Background: an optimization exercise with open tools, aiming at small area. Do not read the settings as production practice.
Function was checked by simulation only, so behaviour that the tests miss may differ from the original.
Power and IR drop assume default switching activity.

==> flow/design.v (excerpt) <==
module hw2core (
    input  wire        clk,
    input  wire        rst,      
    input  wire        start,
    input  wire [2:0]  op,
    input  wire [31:0] a,
    input  wire [31:0] b,
    output wire        busy,
    output wire        done,
    output wire [31:0] r0,
    output wire [31:0] r1
);
==> module hw2core, before the edit <==
module hw2core (
    input  wire        clk,
    input  wire        rst,      
    input  wire        start,
    input  wire [2:0]  op,
    input  wire [31:0] a,
    input  wire [31:0] b,
    output wire        busy,
    output wire        done,
    output wire [31:0] r0,
    output wire [31:0] r1
);
    localparam [3:0] S_NORM = 4'd0,    
                     S_MUL  = 4'd1,    
                     S_DIV  = 4'd2,    
                     S_DROP = 4'd3,    
                     S_INTP = 4'd4,    
                     S_SH   = 4'd5,    
                     S_LDY  = 4'd6,    
                     S_N1   = 4'd7,    
                     S_N2   = 4'd8,    
                     S_N3   = 4'd9;    
    reg        busy_q, done_q;
    reg [3:0]  st;
    reg        cz;        
    reg        f;         
    reg        it;        
    reg        bw;        
    reg [5:0]  C;
    reg        H32;
    reg [31:0] H, L, M;
    reg [15:0] Y;
    assign busy = busy_q;
    assign done = done_q;
    assign r0   = L;
    assign r1   = H;
    wire [16:0] s_rom;
    wire [13:0] d_rom;
    hw2core_seed u_seed (.c(C[4:0]), .s(s_rom), .d(d_rom));
    wire st_mul  = (st == S_MUL);
    wire st_div  = (st == S_DIV);
    wire st_norm = (st == S_NORM);
    wire st_intp = (st == S_INTP);
    wire st_sh   = (st == S_SH);
    wire st_n1   = (st == S_N1);
    wire st_n2   = (st == S_N2);
    wire st_n3   = (st == S_N3);
    wire c0   = (C == 6'd0);
    wire c15  = (C == 6'd15);
    wire c31  = (C == 6'd31);
    wire c32  = (C == 6'd32);
    wire c33  = (C == 6'd33);
    wire c47  = (C == 6'd47);
    wire c48  = (C == 6'd48);
    wire rmode = st_mul | st_sh | st_n1 | st_n2 | st_n3 | (st_div & c33);
    wire sub   = ~rmode;
    wire c_t  = (C[5:1] == 5'b01000);             
    wire t_i  = c_t ^ L[0] ^ bw;
    wire bw_n = (~c_t & (L[0] | bw)) | (L[0] & bw);
    wire selM = st_mul | st_n2 | st_div;
    wire selY = st_n1 | st_n3 | st_intp;
    wire g    = ((st_mul | st_n1) & L[0])
              | (st_n2 & L[0] & ~C[5])
              | (st_n3 & t_i & ~C[5])
              | (st_intp & L[31])
              | (st_div & ~c33);
    wire [31:0] Bsrc = (selM ? M : 32'd0) | (selY ? {16'd0, Y} : 32'd0);
    wire [31:0] B    = g ? Bsrc : 32'd0;
    wire [33:0] s34  = {1'b0, H32, H} + {1'b0, sub, B ^ {32{sub}}} + {33'd0, sub};
    wire take = st_intp | (s34[33] & ~(st_div & (f | c0)));
    wire q    = st_div & take;
    wire sin  = st_intp | L[31];
    wire [31:0] H_step   = rmode ? s34[32:1]
                         : take  ? {s34[30:0], sin} : {H[30:0], sin};
    wire        H32_step = ~rmode & (take ? s34[31] : H[31]);
    wire [31:0] L_step   = rmode ? {s34[0], L[31:1]} : {L[30:1], L[0] | q, 1'b0};
    wire nend = L[31] | C[5];
    wire fin  = (st_mul & c31) | (st_div & c33) | (st_sh & c32 & (f | cz))
              | (st_n3 & c48 & it);
    wire accept = ~busy_q & start & (~op[2] | (op[1:0] == 2'd0));
    always @(posedge clk) begin
        if (rst) begin
            busy_q <= 1'b0;
            done_q <= 1'b0;
        end else if (accept) begin
            busy_q <= 1'b1;
            done_q <= 1'b0;
        end else if (busy_q & fin) begin
            busy_q <= 1'b0;
            done_q <= 1'b1;
        end
    end
    always @(posedge clk) begin
        if (~busy_q) begin
            if (accept) begin
                L   <= a;
                H   <= 32'd0;
                H32 <= 1'b0;
                M   <= op[2] ? a : b;
                C   <= 6'd0;
                it  <= 1'b0;
                cz  <= (op == 3'd0);
                f   <= op[1];
                case (op)
                    3'd1, 3'd2: st <= S_MUL;
                    3'd3:       st <= S_DIV;
                    default:    st <= S_NORM;
                endcase
            end
        end else begin
            case (st)
                S_MUL: begin
                    H   <= (c31 & f) ? 32'd0 : H_step;
                    H32 <= 1'b0;
                    L   <= L_step;
                    C   <= C + 6'd1;
                end
                S_DIV: begin
                    if (c0) f <= f & s34[33];
                    H   <= (c33 & f) ? 32'd0 : H_step;
                    H32 <= H32_step;
                    L   <= L_step;
                    C   <= C + 6'd1;
                end
                S_NORM: begin
                    if (nend) begin
                        if (C[5] & ~cz) begin
                            st <= S_DIV;
                            C  <= 6'd0;
                        end else begin
                            if (c31) f <= 1'b1;      
                            st <= S_DROP;
                        end
                    end else begin
                        H   <= H_step;
                        H32 <= H32_step;
                        L   <= L_step;
                        C   <= C + 6'd1;
                    end
                end
                S_DROP: begin
                    L   <= {L[30:0], 1'b0};
                    H   <= cz ? {25'd0, C, 1'b0} : {14'd0, s_rom, 1'b1};
                    H32 <= 1'b0;
                    Y   <= {2'd0, d_rom};
                    C   <= 6'd0;
                    st  <= (cz | f) ? S_SH : S_INTP;
                end
                S_INTP: begin
                    H   <= H_step;
                    H32 <= H32_step;
                    L   <= L_step;
                    C   <= c15 ? 6'd0 : C + 6'd1;
                    if (c15) st <= S_SH;
                end
                S_SH: begin
                    H   <= H_step;
                    H32 <= 1'b0;
                    L   <= L_step;
                    C   <= c48 ? 6'd0 : C + 6'd1;
                    if (c48) st <= S_LDY;
                end
                S_LDY: begin
                    Y  <= L[15:0];
                    st <= S_N1;
                end
                S_N1: begin
                    H <= H_step;
                    L <= L_step;
                    C <= c31 ? 6'd0 : C + 6'd1;
                    if (c31) st <= S_N2;
                end
                S_N2: begin
                    H  <= H_step;
                    L  <= L_step;
                    bw <= 1'b0;
                    C  <= c47 ? 6'd0 : C + 6'd1;
                    if (c47) st <= S_N3;
                end
                S_N3: begin
                    H  <= H_step;
                    L  <= L_step;
                    bw <= bw_n;
                    C  <= c48 ? 6'd0 : C + 6'd1;
                    if (c48) begin
                        it <= 1'b1;
                        st <= S_LDY;
                    end
                end
                default: ;
            endcase
        end
    end
endmodule
==> flow/config.mk <==
export PLATFORM = sky130hd
export DESIGN_NAME = hw2core
export DESIGN_NICKNAME = hw2core
export VERILOG_FILES = /design/flow/design.v
export SDC_FILE = /design/flow/constraint.sdc
export NUM_CORES = 4
export LEC_CHECK = 0
export CAP_MARGIN = 20
export CORE_MARGIN = 2
export CORE_UTILIZATION = 50
export CTS_BUF_LIST = sky130_fd_sc_hd__clkbuf_8
export SLEW_MARGIN = 20
==> flow/constraint.sdc <==
create_clock -name core_clock -period 10.0 [get_ports {clk}]
set_input_delay 2.0000 -clock core_clock [delete_from_list [all_inputs] [get_ports {clk}]]
set_output_delay 2.0000 -clock core_clock [all_outputs]
set_load 0.01 [all_outputs]
standard.sh (not shown) runs the stock make flow with config.mk's settings and CLKGATE_MAP_FILE= SYNTH_SCRIPT=/design/flow/synth_recipe.tcl, a recipe that flattens the netlist after the stock synthesis.
==> flow/flow/run.sh <==
#!/bin/bash
# Layout flow: the standard synthesis, then an area-oriented re-mapping of
# the combinational logic only (every flip-flop instance is kept as it is,
# same name, same cell), then the standard ORFS layout from that netlist with
# the port buffers made from the smallest buffer cell.
# Each tool's full output goes to a log file in this folder.
set -euo pipefail
W=$(pwd)
R=$W/orfs/results/$FLOW_PLATFORM/hw2core/base
LG=$W/orfs/logs/$FLOW_PLATFORM/hw2core/base
LIB=$FLOW_HOME/platforms/$FLOW_PLATFORM/lib/sky130_fd_sc_hd__tt_025C_1v80.lib
export BUFFER_PORTS_ARGS="-buffer_cell sky130_fd_sc_hd__buf_1"

bash standard.sh synth > flow_synth.log 2>&1

DU=$(grep -o -- "-dont_use [^ ]*" $LG/1_2_yosys.log | sort -u | tr '\n' ' ')
cp $R/1_2_yosys.v $W/standard_synth.v
cat > $W/resynth.ys <<EOYS
read_liberty -ignore_miss_func $LIB
read_verilog $W/standard_synth.v
hierarchy -top $FLOW_TOP
blackbox sky130_fd_sc_hd__*df* sky130_fd_sc_hd__*dl* sky130_fd_sc_hd__*sdf*
select -module $FLOW_TOP t:sky130_fd_sc_hd__*df* t:sky130_fd_sc_hd__*dl*
setattr -set keep 1
select -clear
flatten
rename -hide w:*.*
opt_clean -purge
abc -liberty $LIB $DU -script $W/flow/area.abc
opt_clean -purge
hilomap -singleton -hicell sky130_fd_sc_hd__conb_1 HI -locell sky130_fd_sc_hd__conb_1 LO
splitnets
opt_clean -purge
insbuf -buf sky130_fd_sc_hd__buf_4 A X
setattr -unset keep
stat -liberty $LIB
write_verilog -noattr -noexpr -nohex -nodec $W/resynth.v
EOYS
yosys -s $W/resynth.ys > resynth.log 2>&1
cp $W/resynth.v $R/1_2_yosys.v
touch $R/1_2_yosys.v

bash standard.sh finish > flow_layout.log 2>&1
==> flow/flow/area.abc <==
strash
dch
map -a
topo
strash
dch
map -a
Edit:
--- a/flow/design.v
+++ b/flow/design.v
@@ -103,11 +103,12 @@
               | (st_intp & L[31])
               | (st_div & ~c33);
     wire [31:0] Bsrc = (selM ? M : 32'd0) | (selY ? {16'd0, Y} : 32'd0);
     wire [31:0] B    = g ? Bsrc : 32'd0;
     wire [33:0] s34  = {1'b0, H32, H} + {1'b0, sub, B ^ {32{sub}}} + {33'd0, sub};
-    wire take = st_intp | (s34[33] & ~(st_div & (f | c0)));
+    wire Mz   = (M == 32'd0);
+    wire take = st_intp | (s34[33] & ~(st_div & ((f & Mz) | c0)));
     wire q    = st_div & take;
     wire sin  = st_intp | L[31];
     wire [31:0] H_step   = rmode ? s34[32:1]
                          : take  ? {s34[30:0], sin} : {H[30:0], sin};
     wire        H32_step = ~rmode & (take ? s34[31] : H[31]);
@@ -152,12 +153,11 @@
                     H32 <= 1'b0;
                     L   <= L_step;
                     C   <= C + 6'd1;
                 end
                 S_DIV: begin
-                    if (c0) f <= f & s34[33];
-                    H   <= (c33 & f) ? 32'd0 : H_step;
+                    H   <= (c33 & f & Mz) ? 32'd0 : H_step;
                     H32 <= H32_step;
                     L   <= L_step;
                     C   <= C + 6'd1;
                 end
                 S_NORM: begin
Result: The new run finished with timing, DRC and antenna clean. Power came out lower by 2.0%. Utilization came out lower by 0.48 points. Sequential cell count stays the same. First-iteration DRC count came out lower by 13%. Cell area came out higher by 2.6%. Combinational power came out lower by 7.6%. Worst setup slack gains 620 ps. Clock-buffer cell count stays the same. Area after synthesis came out higher by 2.7%. Via count came out higher by 4.3%.

[what the ideal ports hide]
No port has a modelled driver above. Below, the same layouts with a new extraction and two added sets of constraints.
Step 1 assumes that a clkbuf_16 drives the clock port and a buf_2 every other input.
Step 2 moves the port delays by t, midway between the first and last clock arrival at a register: inputs arrive t later, outputs are due t later. That takes back most of the time a late clock gives input paths.
a / b / c = no drivers / after step 1 / after step 2; a / b = the first two.
run | shift t [ns] | setup WS [ns] | slew at the worst register clock pin (ns) | pins driven straight from the clock port
the first run | 0.487 | 1.332 / 1.332 / 1.332 | 0.10 / 0.10 | 1
the second run | 0.484 | 1.957 / 1.957 / 1.957 | 0.10 / 0.10 | 1
After both steps every run listed still meets setup and hold.
